Background: an optimization exercise with open tools, aiming at small area. Do not read the settings as production practice. At most, simulation tests tie the RTL to the original design; equivalence was not proved. Power figures rest on the tool's default switching activity, not on a simulated workload.

==> flow/design.v (excerpt) <==
module spi_daq #(
  parameter integer CLK_HZ = 50000000
) (
  input  wire          clk,
  input  wire          rst,
  input  wire          cmd_valid,
  output wire          cmd_ready,
  input  wire [31:0]   cmd_word,
  input  wire [31:0]   cfg_clock_hz,
  input  wire [7:0]    cfg_mode,
  input  wire          cfg_no_cs,
  input  wire          cfg_sync_enable,
  input  wire [31:0]   cfg_settle_frames,
  input  wire [31:0]   cfg_timeout_ms,
  input  wire [63:0]   now_ns,
  output reg           rsp_valid,
  output reg  [2:0]    rsp_code,
  output wire [63:0]   rsp_seq,
  output wire [63:0]   rsp_ts,
  output wire [255:0]  rsp_ch,
  output wire [191:0]  rsp_raw,
  output wire          sclk,
  output wire          mosi,
  output wire          cs_n,
  input  wire          miso,
  input  wire          drdy_n,
  output wire          sync_n
);
Size: about 790 I/O pins, roughly 0.016 mm^2 of cells after synthesis.
==> flow/config.mk <==
export PLATFORM = sky130hd
export DESIGN_NAME = spi_daq
export DESIGN_NICKNAME = spi_daq
export VERILOG_FILES = /design/flow/design.v
export SDC_FILE = /design/flow/constraint.sdc
export NUM_CORES = 4
export LEC_CHECK = 0
export CAP_MARGIN = 20
export CORE_AREA = 4 4 228 228
export DIE_AREA = 0 0 232 232
export PLACE_DENSITY = 0.6
export SLEW_MARGIN = 20
==> flow/constraint.sdc <==
create_clock -name core_clock -period 20.0 [get_ports {clk}]
set_input_delay 4.0000 -clock core_clock [delete_from_list [all_inputs] [get_ports {clk}]]
set_output_delay 4.0000 -clock core_clock [all_outputs]
set_load 0.01 [all_outputs]
standard.sh (not shown) runs the stock make flow with config.mk's settings and CLKGATE_MAP_FILE= SYNTH_SCRIPT=/design/flow/synth_recipe.tcl, a recipe that flattens the netlist after the stock synthesis.
==> flow/flow/run.sh <==
#!/bin/bash
# Standard ORFS layout with buf_1 port buffers and a clock tree without dummy loads.
set -euo pipefail
export BUFFER_PORTS_ARGS="-buffer_cell sky130_fd_sc_hd__buf_1"
export CTS_ARGS="-sink_clustering_enable -repair_clock_nets -dont_use_dummy_load -buf_list sky130_fd_sc_hd__clkbuf_4 -sink_clustering_size 10 -sink_clustering_max_diameter 40"
bash standard.sh > standard.log 2>&1
The starting point completed with no timing, DRC or antenna violations.
Change:
--- a/flow/design.v
+++ b/flow/design.v
@@ -20,26 +20,26 @@
   output wire [255:0]  rsp_ch,
   output wire [191:0]  rsp_raw,
   output wire          sclk,
   output wire          mosi,
   output wire          cs_n,
   input  wire          miso,
   input  wire          drdy_n,
   output wire          sync_n
 );
   localparam integer CYC_PER_MS = CLK_HZ / 1000;
   localparam integer HALF_NUM   = CLK_HZ / 2;       
-  localparam [25:0]  K_XFER_26  = 26'd33554432 - HALF_NUM;
-  localparam [25:0]  K_MS_26    = 26'd33554432 - CYC_PER_MS;
-  localparam [24:0]  K_XFER     = K_XFER_26[24:0];     
-  localparam [24:0]  K_MS       = K_MS_26[24:0];       
+  localparam [26:0]  K_XFER_27  = 27'd67108864 - HALF_NUM;
+  localparam [26:0]  K_MS_27    = 27'd67108864 - CYC_PER_MS;
+  localparam [25:0]  K_XFER     = K_XFER_27[25:0];     
+  localparam [25:0]  K_MS       = K_MS_27[25:0];       
   localparam [2:0] RC_OK        = 3'd0,
                    RC_INVALID   = 3'd1,
                    RC_ALREADY   = 3'd2,
                    RC_NOT_PERM  = 3'd3,
                    RC_TIMED_OUT = 3'd4,
                    RC_IO_FAIL   = 3'd6,
                    RC_REFUSED   = 3'd7;
   localparam [2:0] ST_CLR   = 3'd0,    
                    ST_IDLE  = 3'd1,
                    ST_PULSE = 3'd2,    
                    ST_WAIT  = 3'd3,    
@@ -57,23 +57,23 @@
   wire s_idle = (st == ST_IDLE);
   wire s_pul  = (st == ST_PULSE);
   wire s_wait = (st == ST_WAIT);
   wire s_xfer = (st == ST_XFER);
   wire s_inc  = (st == ST_INC);
   wire s_capz = (st == ST_CAPZ);
   reg          is_open, started, host;
   reg          xf;                       
   reg          cpol, cpha, nocs, synce;
   reg  [24:0]  hz;
   reg          hz_sat;
-  reg  [24:0]  acc;
+  reg  [25:0]  acc;
   reg          par;                     
   reg  [3:0]   jj;                      
   reg  [4:0]   qq;                      
   reg          tp, ma, got, sm;
   reg          ts_c, neq, sq_c;
   reg          d1, d2, d3;
   reg  [63:0]  sq, ts, cf;
   reg  [191:0] rr;                      
   reg  [11:0]  hb;
   always @(posedge clk) begin
     d1 <= drdy_n;
@@ -84,34 +84,34 @@
   wire        accept  = cmd_valid & cmd_ready;
   wire [7:0]  op      = cmd_word[7:0];
   wire        p_bit   = cmd_word[11];
   wire        hi_zero = (cmd_word[31:12] == 20'd0) && (cmd_word[10:8] == 3'd0);
   wire        c_open  = hi_zero && op == 8'h30;
   wire        c_start = hi_zero && !p_bit && op == 8'h31;
   wire        c_read  = hi_zero && op == 8'h32;
   wire        c_raw   = hi_zero && op == 8'h33;
   wire        c_stop  = hi_zero && !p_bit && op == 8'h34;
   wire        c_close = hi_zero && !p_bit && op == 8'h35;
   assign cmd_ready = s_idle & ph63;
-  wire [24:0] addend   = s_xfer ? hz : 25'd1;
-  wire [24:0] sum;
-  wire [25:0] cy;
+  wire [25:0] addend   = s_xfer ? {1'b0, hz} : 26'd1;
+  wire [25:0] sum;
+  wire [26:0] cy;
   assign cy[0] = 1'b0;
   genvar ga;
   generate
-    for (ga = 0; ga < 25; ga = ga + 1) begin : g_add
+    for (ga = 0; ga < 26; ga = ga + 1) begin : g_add
       assign sum[ga]   = acc[ga] ^ addend[ga] ^ cy[ga];
       assign cy[ga+1]  = (acc[ga] & addend[ga]) | (cy[ga] & (acc[ga] ^ addend[ga]));
     end
   endgenerate
-  wire        tick     = cy[25] | (s_xfer & hz_sat);    
+  wire        tick     = cy[26] | (s_xfer & hz_sat);    
   wire        cnt_end  = (acc[9:6] == 4'b1010);
   wire        e_done   = qq[4] & ~par;                  
   wire        edge_now = s_xfer & tick & ~e_done;
   wire op_clr = ph[5] ? ~(s_wait | (host & s_xfer)) : (s_pul | s_capz | ~is_open | xf);
   wire op_inc = ph[5] ? (s_wait & ma)               : (s_inc & ~host);
   wire c_eff  = seg0 ? op_inc : ts_c;
   wire t_bit  = op_clr ? 1'b0 : (ts[0] ^ c_eff);
   wire neq_n  = (seg0 ? 1'b0 : neq) | (t_bit ^ cf[0]);
   wire match  = ~neq_n;                                 
   wire got_now = got | drdy_fall;
   wire go_xfer = s_wait & ph63 & got;
Synthesized area is higher slightly; synthesized cell count is about the same; die area is unchanged; cell area is higher slightly; via count is higher slightly; utilization is higher by 0.18 points; setup slack degrades by 0.38 ns; power is higher by roughly a tenth.
The RTL of the second run of this note was laid out without a check of its function.

[separate check: timing with driven ports]
Ports are ideal in the flow. The routed layouts listed here were re-timed in OpenROAD.
Step 1, drivers: a clkbuf_16 drives clk and a buf_2 each remaining input, both assumed.
Step 2 moves the port delays by t, midway between the first and last clock arrival at a register: inputs arrive t later, outputs are due t later. That takes back most of the time a late clock gives input paths.
a / b / c = no drivers / after step 1 / after step 2; a / b = the first two.
| run | t, ns | slack for setup (ns) | slew at the worst register clock pin (ns) | worst data-port slew with drivers (ns) |
|---|---|---|---|---|
| the first run | 0.780 | 8.469 / 8.469 / 8.469 | 0.11 / 0.11 | 0.16 |
| the second run | 0.784 | 8.088 / 8.088 / 8.088 | 0.11 / 0.11 | 0.15 |
After both steps every run listed still meets setup and hold.
